This design comes from an exercise in tuning for small area, a short achievable clock period and few clock cycles on the open sky130 flow, not from production work.
In this exercise RTL edits were held to simulation tests only and were not proved equivalent to the original.
Power figures rest on the tool's default switching activity, not on a simulated workload.

run A:
==> flow/design.v (excerpt) <==
module c2mux_dp (
    input  wire        clk,
    input  wire        rst,           
    input  wire        enc_start,     
    input  wire [63:0] enc_id,        
    input  wire [3:0]  enc_idlen,
    input  wire [7:0]  enc_subid,     
    input  wire        enc_mcast,
    output wire        enc_busy,
    output wire        enc_done,
    output wire [47:0] addr,          
    output wire        addr_valid,
    output wire [2:0]  cfgerr,
    input  wire        smp_valid,
    input  wire [15:0] smp_data,      
    input  wire [31:0] thr,           
    output wire        est_done,
    output wire [39:0] sumsq,
    output wire        est_data       
);
    c2mux_addr_enc u_enc (
        .clk        (clk),
        .rst        (rst),
        .start      (enc_start),
        .id         (enc_id),
        .idlen      (enc_idlen),
        .subid      (enc_subid),
        .mcast      (enc_mcast),
        .busy       (enc_busy),
        .done       (enc_done),
        .addr       (addr),
        .addr_valid (addr_valid),
        .cfgerr     (cfgerr)
    );
    c2mux_act_est #(.N_SPEECH(320)) u_est (
        .clk       (clk),
        .rst       (rst),
        .smp_valid (smp_valid),
        .smp_data  (smp_data),
        .thr       (thr),
        .done      (est_done),
        .sumsq     (sumsq),
        .below     (est_data)
    );
endmodule
For scale: roughly 1500 cells after synthesis, ~280 flip-flops, roughly 230 I/O pins.
==> flow/config.mk <==
export PLATFORM = sky130hd
export DESIGN_NAME = c2mux_dp
export DESIGN_NICKNAME = c2mux_dp
export VERILOG_FILES = /design/flow/design.v
export SDC_FILE = /design/flow/constraint.sdc
export NUM_CORES = 4
export LEC_CHECK = 0
export CAP_MARGIN = 20
export CORE_MARGIN = 2
export CORE_UTILIZATION = 60
export CTS_BUF_LIST = sky130_fd_sc_hd__clkbuf_16
export CTS_CLUSTER_DIAMETER = 100
export CTS_CLUSTER_SIZE = 25
export SLEW_MARGIN = 20
export SYNTH_HIERARCHICAL = 1
export SYNTH_MINIMUM_KEEP_SIZE = 0
==> flow/constraint.sdc <==
create_clock -name core_clock -period 10.0 [get_ports {clk}]
set_input_delay 2.0000 -clock core_clock [delete_from_list [all_inputs] [get_ports {clk}]]
set_output_delay 2.0000 -clock core_clock [all_outputs]
set_load 0.01 [all_outputs]
standard.sh (not shown) runs the stock make flow with config.mk's settings and CLKGATE_MAP_FILE= SYNTH_SCRIPT=/design/flow/synth_recipe.tcl, a recipe that flattens the netlist after the stock synthesis.
==> flow/flow/run.sh <==
#!/bin/bash
# Layout flow: the standard ORFS flow (standard.sh), with two changes to
# how the layout is made:
#  - ports are buffered with sky130_fd_sc_hd__buf_1 instead of the default
#    delay cell chosen by buffer_ports (still one buffer on every port);
#  - timing repair aims for more setup slack than the 10 ns clock needs.
# The clock period, SDC, synthesis, floorplan, power grid and tap cells are
# the standard flow's own. Each tool's output goes to the ORFS logs under orfs/logs and
# to flow.log here.
set -uo pipefail
bash standard.sh \
  BUFFER_PORTS_ARGS="-buffer_cell sky130_fd_sc_hd__buf_1" \
  SETUP_SLACK_MARGIN=7.0 \
  finish > flow.log 2>&1
st=$?
mkdir -p logs
cp -r orfs/logs/. logs/ 2>/dev/null || true
exit $st
Testbench counts of run A, summed over its fixed seeds: cycles 10,328.
### run A -> run B
-- flow/flow/run.sh --
<<< run A, line 12
  BUFFER_PORTS_ARGS="-buffer_cell sky130_fd_sc_hd__buf_1" \
  SETUP_SLACK_MARGIN=7.0 \
  finish > flow.log 2>&1
>>> run B, line 12
  BUFFER_PORTS_ARGS="-buffer_cell sky130_fd_sc_hd__buf_1" \
  SETUP_SLACK_MARGIN=6.8 \
  finish > flow.log 2>&1
-- flow/config.mk --
<<< run A, line 9
export CORE_MARGIN = 2
export CORE_UTILIZATION = 60
export CTS_BUF_LIST = sky130_fd_sc_hd__clkbuf_16
export CTS_CLUSTER_DIAMETER = 100
export CTS_CLUSTER_SIZE = 25
export SLEW_MARGIN = 20
>>> run B, line 9
export CORE_MARGIN = 2
export CORE_UTILIZATION = 70
export CTS_BUF_LIST = sky130_fd_sc_hd__clkbuf_16
export CTS_CLUSTER_DIAMETER = 120
export CTS_CLUSTER_SIZE = 30
export SLEW_MARGIN = 20
--- outcome ---
u_enc.ring[0][4] as the worst setup path startpoint was reported by run B, and u_enc.busy by run A.
Least setup slack across all paths after layout: run B vs run A down 0.043 ns
Comparing run A and run B, peak fanout along the critical path is higher on run B.
STATUS register-to-register slack: run B loses against run A
In the reports for run A and run B, the larger part of the power in combinational logic belongs to run A.
Area after synthesis came out exactly the same in run A and run B.
Input-level comparison between run C and run B:
-- flow/config.mk --
<<< run B, line 11
export CTS_BUF_LIST = sky130_fd_sc_hd__clkbuf_16
export CTS_CLUSTER_DIAMETER = 120
export CTS_CLUSTER_SIZE = 30
export SLEW_MARGIN = 20
>>> run C, line 11
export CTS_BUF_LIST = sky130_fd_sc_hd__clkbuf_16
export CTS_CLUSTER_DIAMETER = 100
export CTS_CLUSTER_SIZE = 25
export SLEW_MARGIN = 20
[summary]
Non-clock buffer count for run C is lower than for run B.
Run C vs. run B: buffers plus inverters on the worst setup path went up by 2.
Delta (run C minus run B): met2 track demand over resource in global routing has remained practically unchanged; number of enable flip-flop cells after synthesis level.
Critical path depth ends up lower on run B.
Comparing maximum resistive drop on vdd for run B and run C, the bigger number came from run C.
Post-synthesis to final-layout area growth: run C vs run B up 0.35 points
Final critical path time including I/O delays and setup: run C worse than run B

Setup of the previous run:
Starting RTL as in the previous note.
==> flow/config.mk <==
export PLATFORM = sky130hd
export DESIGN_NAME = c2mux_dp
export DESIGN_NICKNAME = c2mux_dp
export VERILOG_FILES = /design/flow/design.v
export SDC_FILE = /design/flow/constraint.sdc
export NUM_CORES = 4
export LEC_CHECK = 0
export CAP_MARGIN = 20
export CORE_MARGIN = 2
export CORE_UTILIZATION = 60
export CTS_BUF_LIST = sky130_fd_sc_hd__clkbuf_16
export CTS_CLUSTER_DIAMETER = 100
export CTS_CLUSTER_SIZE = 25
export SLEW_MARGIN = 20
export SYNTH_HIERARCHICAL = 1
export SYNTH_MINIMUM_KEEP_SIZE = 0
==> flow/constraint.sdc <==
create_clock -name core_clock -period 10.0 [get_ports {clk}]
set_input_delay 2.0000 -clock core_clock [delete_from_list [all_inputs] [get_ports {clk}]]
set_output_delay 2.0000 -clock core_clock [all_outputs]
set_load 0.01 [all_outputs]
==> flow/flow/run.sh <==
#!/bin/bash
# Layout flow: the standard ORFS flow (standard.sh), with two changes to
# how the layout is made:
#  - ports are buffered with sky130_fd_sc_hd__buf_1 instead of the default
#    delay cell chosen by buffer_ports (still one buffer on every port);
#  - timing repair aims for more setup slack than the 10 ns clock needs.
# The clock period, SDC, synthesis, floorplan, power grid and tap cells are
# the standard flow's own. Each tool's output goes to the ORFS logs under orfs/logs and
# to flow.log here.
set -uo pipefail
bash standard.sh \
  BUFFER_PORTS_ARGS="-buffer_cell sky130_fd_sc_hd__buf_1" \
  SETUP_SLACK_MARGIN=6.8 \
  finish > flow.log 2>&1
st=$?
mkdir -p logs
cp -r orfs/logs/. logs/ 2>/dev/null || true
exit $st
Testbench counts of the previous run, summed over its fixed seeds: cycles 10,328.
Changes in the current run relative to the previous run:
Settings: a change of CTS_BUF_LIST from sky130_fd_sc_hd__clkbuf_16 to sky130_fd_sc_hd__clkbuf_8; a change of CTS_CLUSTER_DIAMETER from 100 to 60; a change of CTS_CLUSTER_SIZE from 25 to 12.
Notes after the runs:
- Cmp the previous run and the current run / worst max-slew margin expressed relative to the limit / higher: the previous run
- Delta (the current run minus the previous run): filler cell count in the final layout went down 49; fraction of area in multi-input gates went down 0.50 points; combinational share of power held.
- Of the current run and the previous run, it is the current run that has the higher cell count.

==> what the ideal ports hide <==
No port has a modelled driver above. Below, the same layouts with a new extraction and two added sets of constraints.
Step 1 assumes that a clkbuf_16 drives the clock port and a buf_2 every other input.
Step 2 also shifts input and output timing later by t, the mid clock arrival at the registers, as if the neighbouring blocks saw the same clock.
a / b / c = ideal ports / drivers / drivers and shift; a / b = the first two.
| run | shift t [ns] | setup slack, ns | worst hold slack (ns) |
|---|---|---|---|
| run A | 0.548 | 6.903 / 6.852 / 6.695 | 0.422 / 0.422 / 0.422 |
| run B | 0.535 | 6.861 / 6.809 / 6.523 | 0.432 / 0.432 / 0.432 |
| run C | 0.532 | 6.841 / 6.810 / 6.525 | 0.435 / 0.435 / 0.435 |
| the previous run | 0.544 | 6.854 / 6.804 / 6.522 | 0.429 / 0.429 / 0.429 |
| the current run | 0.631 | 6.804 / 6.758 / 6.359 | 0.436 / 0.436 / 0.436 |
After both steps every run listed still meets setup and hold. The setup slack of the current run, which loses most, moves by -0.046 ns with the drivers and by -0.445 ns with both steps.
